From an optimization exercise on the open Yosys and OpenROAD flow, aimed at small area; shortcuts taken in it are not production practice.
The RTL was checked by simulation tests, not by an equivalence proof against the original design.
Power figures rest on the tool's default switching activity, not on a simulated workload.

==> ember <==
==> flow/design.v <==
module ls_transport #(
    parameter WORD_W = 32,
    parameter DEPTH  = 16
) (
    input  wire              clk,
    input  wire              rst,
    input  wire              wr_en,
    input  wire [WORD_W-1:0] wr_data,
    input  wire              wr_commit_en,
    input  wire              rd_req,
    input  wire              rd_commit,
    input  wire              rd_discard,
    output wire [WORD_W-1:0] read_data,
    output wire              empty,
    output wire              full
);
    localparam AW = $clog2(DEPTH);
    localparam PW = AW + 1;
    reg [WORD_W-1:0] mem [0:DEPTH-1];
    reg [PW-1:0] wr_ptr;
    reg [PW-1:0] wr_commit;
    reg [PW-1:0] rd_ptr;
    reg [PW-1:0] rd_commit_ptr;
    wire [PW-1:0] wr_next = wr_ptr + 1'b1;
    wire [PW-1:0] used    = wr_ptr - rd_commit_ptr;
    assign empty = (rd_ptr == wr_commit);
    assign full  = (used == DEPTH[PW-1:0]);
    assign read_data = mem[rd_ptr[AW-1:0]];
    always @(posedge clk) begin
        if (wr_en && !full)
            mem[wr_next[AW-1:0]] <= wr_data;
    end
    always @(posedge clk) begin
        if (rst) begin
            wr_ptr    <= {PW{1'b0}};
            wr_commit <= {PW{1'b0}};
        end else begin
            if (wr_en && !full)
                wr_ptr <= wr_next;
            if (wr_commit_en)
                wr_commit <= wr_ptr;
        end
    end
    always @(posedge clk) begin
        if (rst) begin
            rd_ptr        <= {PW{1'b0}};
            rd_commit_ptr <= {PW{1'b0}};
        end else begin
            if (rd_req) begin
                if (!empty)
                    rd_ptr <= rd_ptr + 1'b1;
            end else if (rd_commit) begin
                rd_commit_ptr <= rd_ptr;
            end else if (rd_discard) begin
                rd_ptr <= rd_commit_ptr;
            end
        end
    end
endmodule
module ls_pwm #(
    parameter PP = 25
) (
    input  wire clk,
    input  wire rst,
    output reg  pwm_out
);
    localparam CW = (PP > 1) ? $clog2(PP) : 1;
    reg [CW-1:0] pwm_counter;
    always @(posedge clk) begin
        if (rst) begin
            pwm_counter <= {CW{1'b0}};
            pwm_out     <= 1'b0;
        end else if (pwm_counter == {CW{1'b0}}) begin
            pwm_out     <= ~pwm_out;
            pwm_counter <= PP - 1;
        end else begin
            pwm_counter <= pwm_counter - 1'b1;
        end
    end
endmodule
module ls_stepgen #(
    parameter STEP_W = 23
) (
    input  wire              clk,
    input  wire              rst,
    input  wire              armed,
    input  wire [STEP_W-1:0] half_period,
    output reg               step_out
);
    reg [STEP_W-1:0] step_counter;
    always @(posedge clk) begin
        if (rst) begin
            step_counter <= {STEP_W{1'b0}};
            step_out     <= 1'b0;
        end else if (armed) begin
            if (step_counter >= half_period) begin
                step_out     <= ~step_out;
                step_counter <= {STEP_W{1'b0}};
            end else begin
                step_counter <= step_counter + 1'b1;
            end
        end else begin
            step_counter <= {STEP_W{1'b0}};
        end
    end
endmodule
module lasersync_core (
    input  wire        clk,
    input  wire        rst,             
    input  wire        pd_in,           
    input  wire        synchronize,
    input  wire        expose_start,
    input  wire        single_facet,
    input  wire        single_line,
    input  wire        wr_en,
    input  wire [31:0] wr_data,
    input  wire        wr_commit,
    output reg  [1:0]  laser,
    output wire        pwm_out,
    output reg         motor_enable,
    output wire        step_out,
    output reg         direction,
    output reg         synced,
    output reg         error,
    output reg         expose_finished,
    output wire [2:0]  state,
    output wire        empty,
    output wire        full
);
    localparam WORD_W  = 32;
    localparam DEPTH   = 16;
    localparam LASER_N = 2;
    localparam STEP_W  = WORD_W - 9;
    localparam F    = 4;      
    localparam T    = 300;    
    localparam J    = 5;      
    localparam L    = 3;      
    localparam B    = 80;     
    localparam SPIN = 50;     
    localparam STAB = 1000;   
    localparam LOCK = 400;    
    localparam PP   = 25;     
    localparam S0   = 20;     
    localparam WIN_LO   = T - 1 - J;
    localparam WIN_HI   = T - 1 + J;
    localparam END_TICK = T - J - 2;
    localparam [LASER_N-1:0] ALL_ON = {LASER_N{1'b1}};
    localparam TICK_W   = $clog2(T + STAB + 1);
    localparam FACET_W  = (F > 1) ? $clog2(F) : 1;
    localparam BITCD_W  = $clog2(L);
    localparam SCAN_W   = $clog2(B + 1);
    localparam WBIT_W   = $clog2(WORD_W);
    localparam [2:0] S_RESET       = 3'd0;
    localparam [2:0] S_STOP        = 3'd1;
    localparam [2:0] S_SPINUP      = 3'd2;
    localparam [2:0] S_WAITSTABLE  = 3'd3;
    localparam [2:0] S_READINSTR   = 3'd4;
    localparam [2:0] S_WAITDATARUN = 3'd5;
    localparam [2:0] S_DATARUN     = 3'd6;
    localparam [2:0] S_WAITEND     = 3'd7;
    reg [2:0]          fsm_state;
    reg [FACET_W-1:0]  facet_index;
    reg [TICK_W-1:0]   tick_counter;
    reg                lock_thr;
    reg                from_end;
    reg [STEP_W-1:0]   step_half_period;
    reg                processing_lines;
    reg                armed_move;
    reg [BITCD_W-1:0]  bit_countdown;
    reg [SCAN_W-1:0]   scan_bit;
    reg                pd_prev;
    reg                expose_start_prev;
    reg rd_req;
    reg rd_commit;
    reg rd_discard;
    wire [WORD_W-1:0] read_data;
    assign state = fsm_state;
    ls_transport #(
        .WORD_W (WORD_W),
        .DEPTH  (DEPTH)
    ) u_transport (
        .clk          (clk),
        .rst          (rst),
        .wr_en        (wr_en),
        .wr_data      (wr_data),
        .wr_commit_en (wr_commit),
        .rd_req       (rd_req),
        .rd_commit    (rd_commit),
        .rd_discard   (rd_discard),
        .read_data    (read_data),
        .empty        (empty),
        .full         (full)
    );
    ls_pwm #(
        .PP (PP)
    ) u_pwm (
        .clk     (clk),
        .rst     (rst),
        .pwm_out (pwm_out)
    );
    ls_stepgen #(
        .STEP_W (STEP_W)
    ) u_step (
        .clk         (clk),
        .rst         (rst),
        .armed       (armed_move),
        .half_period (step_half_period),
        .step_out    (step_out)
    );
    wire pd_edge     = pd_prev & ~pd_in;
    wire expose_rise = expose_start & ~expose_start_prev;
    wire in_window = (tick_counter >= WIN_LO) && (tick_counter <= WIN_HI);
    localparam END_BASE = END_TICK + 1;
    wire timeout = from_end ? (lock_thr ? (tick_counter >= END_BASE + LOCK)
                                        : (tick_counter >= END_BASE + STAB))
                            : (tick_counter >= STAB);
    wire no_line = (single_facet && facet_index != 0) || empty || !processing_lines;
    wire [7:0] opcode = read_data[7:0];
    wire cur_bit = read_data[scan_bit[WBIT_W-1:0]];
    always @(*) begin
        rd_req     = 1'b0;
        rd_commit  = 1'b0;
        rd_discard = 1'b0;
        case (fsm_state)
            S_WAITSTABLE: begin
                if (!timeout && pd_edge && in_window && !no_line)
                    rd_req = 1'b1;
            end
            S_READINSTR: begin
                if (opcode == 8'd1)
                    rd_commit = 1'b1;
            end
            S_WAITDATARUN: begin
                if (tick_counter >= S0)
                    rd_req = 1'b1;
            end
            S_DATARUN: begin
                if (bit_countdown != 0) begin
                    if (bit_countdown == 1 && scan_bit[WBIT_W-1:0] == 0 && scan_bit < B)
                        rd_req = 1'b1;
                end else if (scan_bit >= B) begin
                    if (single_line && empty)
                        rd_discard = 1'b1;
                    else
                        rd_commit = 1'b1;
                end
            end
            default: ;
        endcase
    end
    always @(posedge clk) begin
        if (rst) begin
            fsm_state         <= S_RESET;
            error             <= 1'b0;
            synced            <= 1'b0;
            expose_finished   <= 1'b0;
            processing_lines  <= 1'b0;
            armed_move        <= 1'b0;
            facet_index       <= {FACET_W{1'b0}};
            tick_counter      <= {TICK_W{1'b0}};
            lock_thr          <= 1'b0;
            from_end          <= 1'b0;
            laser             <= {LASER_N{1'b0}};
            motor_enable      <= 1'b0;
            direction         <= 1'b0;
            step_half_period  <= {STEP_W{1'b0}};
            bit_countdown     <= {BITCD_W{1'b0}};
            scan_bit          <= {SCAN_W{1'b0}};
            pd_prev           <= 1'b0;
            expose_start_prev <= 1'b0;
        end else begin
            pd_prev           <= pd_in;
            expose_start_prev <= expose_start;
            if (expose_rise) begin
                processing_lines <= 1'b1;
                expose_finished  <= 1'b0;
            end
            case (fsm_state)
                S_RESET: begin
                    error     <= 1'b0;
                    fsm_state <= S_STOP;
                end
                S_STOP: begin
                    tick_counter     <= {TICK_W{1'b0}};
                    facet_index      <= {FACET_W{1'b0}};
                    synced           <= 1'b0;
                    laser            <= {LASER_N{1'b0}};
                    motor_enable     <= 1'b0;
                    lock_thr         <= 1'b0;
                    if (synchronize && !error) begin
                        if (!pd_in) begin
                            error <= 1'b1;            
                        end else begin
                            error        <= 1'b0;
                            motor_enable <= 1'b1;
                            fsm_state    <= S_SPINUP;
                        end
                    end
                end
                S_SPINUP: begin
                    if (tick_counter >= SPIN) begin
                        laser        <= ALL_ON;
                        tick_counter <= {TICK_W{1'b0}};
                        from_end     <= 1'b0;
                        fsm_state    <= S_WAITSTABLE;
                    end else begin
                        tick_counter <= tick_counter + 1'b1;
                    end
                end
                S_WAITSTABLE: begin
                    if (timeout) begin
                        error     <= 1'b1;                
                        fsm_state <= S_STOP;
                    end else if (pd_edge) begin
                        laser        <= {LASER_N{1'b0}};
                        tick_counter <= {TICK_W{1'b0}};
                        if (in_window) begin
                            synced <= 1'b1;
                            facet_index <= facet_index + 1'b1;
                            if (no_line) begin
                                armed_move <= 1'b0;
                                fsm_state  <= S_WAITEND;
                            end else begin
                                lock_thr  <= 1'b1;
                                fsm_state <= S_READINSTR;
                            end
                        end else begin
                            synced <= 1'b0;             
                            armed_move   <= 1'b0;
                            fsm_state    <= S_WAITEND;
                        end
                    end else begin
                        tick_counter   <= tick_counter + 1'b1;
                    end
                end
                S_READINSTR: begin
                    tick_counter <= tick_counter + 1'b1;
                    if (opcode == 8'd0) begin                 
                        direction        <= read_data[8];
                        step_half_period <= read_data[WORD_W-1:9];
                        armed_move       <= 1'b1;
                        fsm_state        <= S_WAITDATARUN;
                    end else if (opcode == 8'd1) begin        
                        expose_finished  <= 1'b1;
                        armed_move       <= 1'b0;
                        processing_lines <= 1'b0;
                        fsm_state        <= S_WAITEND;
                    end else begin                            
                        error <= 1'b1;
                    end
                end
                S_WAITDATARUN: begin
                    tick_counter <= tick_counter + 1'b1;
                    if (tick_counter >= S0) begin
                        scan_bit      <= {SCAN_W{1'b0}};
                        bit_countdown <= {BITCD_W{1'b0}};
                        fsm_state     <= S_DATARUN;
                    end
                end
                S_DATARUN: begin
                    tick_counter <= tick_counter + 1'b1;
                    if (bit_countdown != 0) begin
                        bit_countdown <= bit_countdown - 1'b1;
                    end else if (scan_bit < B) begin
                        laser         <= {{(LASER_N-1){1'b0}}, cur_bit};
                        scan_bit      <= scan_bit + 1'b1;
                        bit_countdown <= L - 1;
                    end else begin
                        laser     <= {LASER_N{1'b0}};
                        fsm_state <= S_WAITEND;
                    end
                end
                S_WAITEND: begin
                    tick_counter <= tick_counter + 1'b1;
                    if (!synchronize) begin
                        fsm_state <= S_STOP;
                    end else if (tick_counter >= END_TICK) begin
                        laser     <= ALL_ON;
                        from_end  <= 1'b1;
                        fsm_state <= S_WAITSTABLE;
                    end
                end
            endcase
        end
    end
endmodule
==> flow/run.sh <==
#!/bin/bash
# synth_recipe.tcl (not shown) runs the flow's synth.tcl, then flattens the netlist and writes it again
# the make line also repeats each setting of config.mk as NAME=value (left out here)
make -C /OpenROAD-flow-scripts/flow DESIGN_CONFIG=/design/flow/config.mk WORK_HOME=/design/flow/orfs CLKGATE_MAP_FILE= SYNTH_SCRIPT=/design/flow/synth_recipe.tcl finish
==> flow/config.mk <==
export PLATFORM = sky130hd
export DESIGN_NAME = lasersync_core
export DESIGN_NICKNAME = lasersync_core
export VERILOG_FILES = /design/flow/design.v
export SDC_FILE = /design/flow/constraint.sdc
export NUM_CORES = 4
export LEC_CHECK = 0
export CAP_MARGIN = 20
export CORE_MARGIN = 2
export CORE_UTILIZATION = 40
export PLACE_DENSITY = 0.6
export SLEW_MARGIN = 20
==> flow/constraint.sdc <==
create_clock -name core_clock -period 8.0 [get_ports {clk}]
set_input_delay 1.6000 -clock core_clock [delete_from_list [all_inputs] [get_ports {clk}]]
set_output_delay 1.6000 -clock core_clock [all_outputs]
set_load 0.01 [all_outputs]
==> inputs of umber, as changes to ember <==
==> flow/design.v, changed modules only <==
module ls_transport #(
    parameter WORD_W = 32,
    parameter DEPTH  = 16
) (
    input  wire              clk,
    input  wire              rst,
    input  wire              wr_en,
    input  wire [WORD_W-1:0] wr_data,
    input  wire              wr_commit_en,
    input  wire              rd_req,
    input  wire              rd_commit,
    input  wire              rd_discard,
    output reg  [WORD_W-1:0] read_data,
    output wire              empty,
    output wire              full
);
    localparam AW = $clog2(DEPTH);
    localparam PW = AW + 1;
    reg [WORD_W-1:0] mem [0:DEPTH-1];
    reg [PW-1:0] wr_ptr;
    reg [PW-1:0] wr_commit;
    reg [PW-1:0] rd_ptr;
    reg [PW-1:0] rd_commit_ptr;
    wire [PW-1:0] used = wr_ptr - rd_commit_ptr;
    assign empty = (rd_ptr == wr_commit);
    assign full  = (used == DEPTH[PW-1:0]);
    always @(posedge clk) begin
        if (!rst && wr_en && !full)
            mem[wr_ptr[AW-1:0]] <= wr_data;
    end
    always @(posedge clk) begin
        if (rst) begin
            wr_ptr    <= {PW{1'b0}};
            wr_commit <= {PW{1'b0}};
        end else begin
            if (wr_en && !full)
                wr_ptr <= wr_ptr + 1'b1;
            if (wr_commit_en)
                wr_commit <= wr_ptr;
        end
    end
    always @(posedge clk) begin
        if (rst) begin
            rd_ptr        <= {PW{1'b0}};
            rd_commit_ptr <= {PW{1'b0}};
            read_data     <= {WORD_W{1'b0}};
        end else begin
            if (rd_req) begin
                read_data <= mem[rd_ptr[AW-1:0]];
                if (!empty)
                    rd_ptr <= rd_ptr + 1'b1;
            end else if (rd_commit) begin
                rd_commit_ptr <= rd_ptr;
            end else if (rd_discard) begin
                rd_ptr <= rd_commit_ptr;
            end
        end
    end
endmodule
module lasersync_core (
    input  wire        clk,
    input  wire        rst,             
    input  wire        pd_in,           
    input  wire        synchronize,
    input  wire        expose_start,
    input  wire        single_facet,
    input  wire        single_line,
    input  wire        wr_en,
    input  wire [31:0] wr_data,
    input  wire        wr_commit,
    output reg  [1:0]  laser,
    output wire        pwm_out,
    output reg         motor_enable,
    output wire        step_out,
    output reg         direction,
    output reg         synced,
    output reg         error,
    output reg         expose_finished,
    output wire [2:0]  state,
    output wire        empty,
    output wire        full
);
    localparam WORD_W  = 32;
    localparam DEPTH   = 16;
    localparam LASER_N = 2;
    localparam STEP_W  = WORD_W - 9;
    localparam F    = 4;      
    localparam T    = 300;    
    localparam J    = 5;      
    localparam L    = 3;      
    localparam B    = 80;     
    localparam SPIN = 50;     
    localparam STAB = 1000;   
    localparam LOCK = 400;    
    localparam PP   = 25;     
    localparam S0   = 20;     
    localparam WIN_LO   = T - 1 - J;
    localparam WIN_HI   = T - 1 + J;
    localparam END_TICK = T - J - 2;
    localparam [LASER_N-1:0] ALL_ON = {LASER_N{1'b1}};
    localparam TICK_W   = $clog2(T + STAB + 1);
    localparam STABLE_W = $clog2(((SPIN > STAB) ? SPIN : STAB) + 1);
    localparam FACET_W  = (F > 1) ? $clog2(F) : 1;
    localparam BITCD_W  = $clog2(L);
    localparam SCAN_W   = $clog2(B + 1);
    localparam WBIT_W   = $clog2(WORD_W);
    localparam [2:0] S_RESET       = 3'd0;
    localparam [2:0] S_STOP        = 3'd1;
    localparam [2:0] S_SPINUP      = 3'd2;
    localparam [2:0] S_WAITSTABLE  = 3'd3;
    localparam [2:0] S_READINSTR   = 3'd4;
    localparam [2:0] S_WAITDATARUN = 3'd5;
    localparam [2:0] S_DATARUN     = 3'd6;
    localparam [2:0] S_WAITEND     = 3'd7;
    reg [2:0]          fsm_state;
    reg [FACET_W-1:0]  facet_index;
    reg [TICK_W-1:0]   tick_counter;
    reg [STABLE_W-1:0] stable_counter;
    reg [STABLE_W-1:0] stable_threshold;
    reg [STEP_W-1:0]   step_half_period;
    reg                processing_lines;
    reg                armed_move;
    reg [BITCD_W-1:0]  bit_countdown;
    reg [SCAN_W-1:0]   scan_bit;
    reg [WBIT_W-1:0]   word_bit;
    reg [WORD_W-1:0]   word_cache;
    reg                pd_prev;
    reg                expose_start_prev;
    reg rd_req;
    reg rd_commit;
    reg rd_discard;
    wire [WORD_W-1:0] read_data;
    assign state = fsm_state;
    ls_transport #(
        .WORD_W (WORD_W),
        .DEPTH  (DEPTH)
    ) u_transport (
        .clk          (clk),
        .rst          (rst),
        .wr_en        (wr_en),
        .wr_data      (wr_data),
        .wr_commit_en (wr_commit),
        .rd_req       (rd_req),
        .rd_commit    (rd_commit),
        .rd_discard   (rd_discard),
        .read_data    (read_data),
        .empty        (empty),
        .full         (full)
    );
    ls_pwm #(
        .PP (PP)
    ) u_pwm (
        .clk     (clk),
        .rst     (rst),
        .pwm_out (pwm_out)
    );
    ls_stepgen #(
        .STEP_W (STEP_W)
    ) u_step (
        .clk         (clk),
        .rst         (rst),
        .armed       (armed_move),
        .half_period (step_half_period),
        .step_out    (step_out)
    );
    wire pd_edge     = pd_prev & ~pd_in;
    wire expose_rise = expose_start & ~expose_start_prev;
    wire in_window = (tick_counter >= WIN_LO) && (tick_counter <= WIN_HI);
    wire [7:0] opcode = read_data[7:0];
    wire [WORD_W-1:0] cur_word = (word_bit == {WBIT_W{1'b0}}) ? read_data : word_cache;
    always @(*) begin
        rd_req     = 1'b0;
        rd_commit  = 1'b0;
        rd_discard = 1'b0;
        case (fsm_state)
            S_WAITSTABLE: begin
                if (stable_counter < stable_threshold && pd_edge && in_window &&
                    !((single_facet && facet_index != 0) || empty || !processing_lines))
                    rd_req = 1'b1;
            end
            S_READINSTR: begin
                if (opcode == 8'd1)
                    rd_commit = 1'b1;
            end
            S_WAITDATARUN: begin
                if (tick_counter >= S0)
                    rd_req = 1'b1;
            end
            S_DATARUN: begin
                if (bit_countdown != 0) begin
                    if (bit_countdown == 1 && word_bit == 0 && scan_bit < B)
                        rd_req = 1'b1;
                end else if (scan_bit >= B) begin
                    if (single_line && empty)
                        rd_discard = 1'b1;
                    else
                        rd_commit = 1'b1;
                end
            end
            default: ;
        endcase
    end
    always @(posedge clk) begin
        if (rst) begin
            fsm_state         <= S_RESET;
            error             <= 1'b0;
            synced            <= 1'b0;
            expose_finished   <= 1'b0;
            processing_lines  <= 1'b0;
            armed_move        <= 1'b0;
            facet_index       <= {FACET_W{1'b0}};
            tick_counter      <= {TICK_W{1'b0}};
            stable_counter    <= {STABLE_W{1'b0}};
            stable_threshold  <= {STABLE_W{1'b0}};
            laser             <= {LASER_N{1'b0}};
            motor_enable      <= 1'b0;
            direction         <= 1'b0;
            step_half_period  <= {STEP_W{1'b0}};
            bit_countdown     <= {BITCD_W{1'b0}};
            scan_bit          <= {SCAN_W{1'b0}};
            word_bit          <= {WBIT_W{1'b0}};
            word_cache        <= {WORD_W{1'b0}};
            pd_prev           <= 1'b0;
            expose_start_prev <= 1'b0;
        end else begin
            pd_prev           <= pd_in;
            expose_start_prev <= expose_start;
            if (expose_rise) begin
                processing_lines <= 1'b1;
                expose_finished  <= 1'b0;
            end
            case (fsm_state)
                S_RESET: begin
                    error     <= 1'b0;
                    fsm_state <= S_STOP;
                end
                S_STOP: begin
                    tick_counter     <= {TICK_W{1'b0}};
                    facet_index      <= {FACET_W{1'b0}};
                    stable_counter   <= {STABLE_W{1'b0}};
                    synced           <= 1'b0;
                    laser            <= {LASER_N{1'b0}};
                    motor_enable     <= 1'b0;
                    stable_threshold <= STAB;
                    if (synchronize && !error) begin
                        if (!pd_in) begin
                            error <= 1'b1;            
                        end else begin
                            error        <= 1'b0;
                            motor_enable <= 1'b1;
                            fsm_state    <= S_SPINUP;
                        end
                    end
                end
                S_SPINUP: begin
                    if (stable_counter >= SPIN) begin
                        laser          <= ALL_ON;
                        stable_counter <= {STABLE_W{1'b0}};
                        fsm_state      <= S_WAITSTABLE;
                    end else begin
                        stable_counter <= stable_counter + 1'b1;
                    end
                end
                S_WAITSTABLE: begin
                    if (stable_counter >= stable_threshold) begin
                        error     <= 1'b1;                
                        fsm_state <= S_STOP;
                    end else if (pd_edge) begin
                        laser        <= {LASER_N{1'b0}};
                        tick_counter <= {TICK_W{1'b0}};
                        if (in_window) begin
                            synced <= 1'b1;
                            if (facet_index == F - 1)
                                facet_index <= {FACET_W{1'b0}};
                            else
                                facet_index <= facet_index + 1'b1;
                            if ((single_facet && facet_index != 0) || empty || !processing_lines) begin
                                armed_move <= 1'b0;
                                fsm_state  <= S_WAITEND;
                            end else begin
                                stable_threshold <= LOCK;
                                fsm_state        <= S_READINSTR;
                            end
                        end else begin
                            synced <= 1'b0;             
                            armed_move   <= 1'b0;
                            fsm_state    <= S_WAITEND;
                        end
                    end else begin
                        stable_counter <= stable_counter + 1'b1;
                        tick_counter   <= tick_counter + 1'b1;
                    end
                end
                S_READINSTR: begin
                    tick_counter <= tick_counter + 1'b1;
                    if (opcode == 8'd0) begin                 
                        direction        <= read_data[8];
                        step_half_period <= read_data[WORD_W-1:9];
                        armed_move       <= 1'b1;
                        fsm_state        <= S_WAITDATARUN;
                    end else if (opcode == 8'd1) begin        
                        expose_finished  <= 1'b1;
                        armed_move       <= 1'b0;
                        processing_lines <= 1'b0;
                        fsm_state        <= S_WAITEND;
                    end else begin                            
                        error <= 1'b1;
                    end
                end
                S_WAITDATARUN: begin
                    tick_counter <= tick_counter + 1'b1;
                    if (tick_counter >= S0) begin
                        scan_bit      <= {SCAN_W{1'b0}};
                        word_bit      <= {WBIT_W{1'b0}};
                        bit_countdown <= {BITCD_W{1'b0}};
                        fsm_state     <= S_DATARUN;
                    end
                end
                S_DATARUN: begin
                    tick_counter <= tick_counter + 1'b1;
                    if (bit_countdown != 0) begin
                        bit_countdown <= bit_countdown - 1'b1;
                    end else if (scan_bit < B) begin
                        laser <= {{(LASER_N-1){1'b0}}, cur_word[word_bit]};
                        if (word_bit == 0)
                            word_cache <= read_data;
                        if (word_bit == WORD_W - 1)
                            word_bit <= {WBIT_W{1'b0}};
                        else
                            word_bit <= word_bit + 1'b1;
                        scan_bit      <= scan_bit + 1'b1;
                        bit_countdown <= L - 1;
                    end else begin
                        laser     <= {LASER_N{1'b0}};
                        fsm_state <= S_WAITEND;
                    end
                end
                S_WAITEND: begin
                    tick_counter <= tick_counter + 1'b1;
                    if (!synchronize) begin
                        fsm_state <= S_STOP;
                    end else if (tick_counter >= END_TICK) begin
                        laser          <= ALL_ON;
                        stable_counter <= {STABLE_W{1'b0}};
                        fsm_state      <= S_WAITSTABLE;
                    end
                end
            endcase
        end
    end
endmodule
==> inputs of harbor, as changes to ember <==
--- a/flow/config.mk
+++ b/flow/config.mk
@@ -8,5 +8,7 @@
 export CAP_MARGIN = 20
 export CORE_MARGIN = 2
 export CORE_UTILIZATION = 40
+export CTS_BUF_LIST = sky130_fd_sc_hd__clkbuf_4
+export CTS_CLUSTER_SIZE = 30
 export PLACE_DENSITY = 0.6
 export SLEW_MARGIN = 20
==> run summary <==
	umber	ember	harbor
Sequential share of cell area	58.19%	59.57%	59.97%
P_comb	0.840 mW	0.368 mW	0.370 mW
Initial Utilization	40.48%	40.32%	40.32%
Post-layout utilization of the core	46.10%	46.13%	45.83%
Launching element of the worst setup path	u_transport.rd_ptr[1]	u_transport.wr_ptr[1]	u_transport.wr_ptr[1]
Final worst clock skew	0.02691 ns	0.02252 ns	0.06027 ns
Synthesized net count	1,990	1,669	1,669
Relative contribution of sequential cells to total power	47.7%	51.2%	54.3%
Reg-to-reg slack, setup	4.23 ns	3.60 ns	3.56 ns
Clock power frac	42.4%	43.7%	40.2%
Post-route standard cell area excluding fillers	33,010 µm²	29,680 µm²	29,490 µm²
Overall Power	8.444 mW	7.137 mW	6.721 mW
Later-pin clock latency in the skew report	0.62 ns	0.61 ns	1.01 ns
Multi-input gate share of total cell area	27.80%	25.98%	26.15%
Relative slew slack	24.95%	27.77%	28.16%
DR WL met3	3372 µm	3431 µm	3936 µm
Logic gate share of total power	10.0%	5.2%	5.5%
Die height	273.2 µm	258.7 µm	258.7 µm
Detailed Routing Iterations Pass 1	5	6	6
Average vias per placed instance	5.457	5.555	5.428
Met3 Track Usage GR	3.368%	3.834%	5.252%
Relative area of clock buffers and inverters in the final design	7.728%	7.545%	6.878%
Crit Path Max Fanout	72	7	7
Highest ir drop seen on vdd	0.0001813 V	0.0001509 V	0.0001149 V
Clkbuf count	98	85	232
Proportion of synthesized area in mux cells	15.49%	14.32%	14.32%
Outcome	complete, no violations	complete, no violations	complete, no violations

## what the ideal ports hide
Ports are ideal in the flow. The routed layouts listed here were re-timed in OpenROAD.
Step 1 sets driving cells, clkbuf_16 on the clock port and buf_2 on the other inputs (assumed; they add their load-dependent delay and slew).
Step 2 moves the port delays by t, midway between the first and last clock arrival at a register: inputs arrive t later, outputs are due t later. That takes back most of the time a late clock gives input paths.
a / b / c = no drivers / after step 1 / after step 2; a / b = the first two.
| run | t, ns | setup WS [ns] | worst setup path after step 2 | worst data-port slew with drivers (ns) | pins driven straight from the clock port |
|---|---|---|---|---|---|
| ember | 0.659 | 3.121 / 3.058 / 3.600 | register to register | 0.10 | 1 |
| umber | 0.676 | 3.328 / 3.263 / 3.545 | input to register | 0.12 | 1 |
| harbor | 1.047 | 2.748 / 2.688 / 3.558 | register to register | 0.12 | 1 |
After both steps every run listed still meets setup and hold.
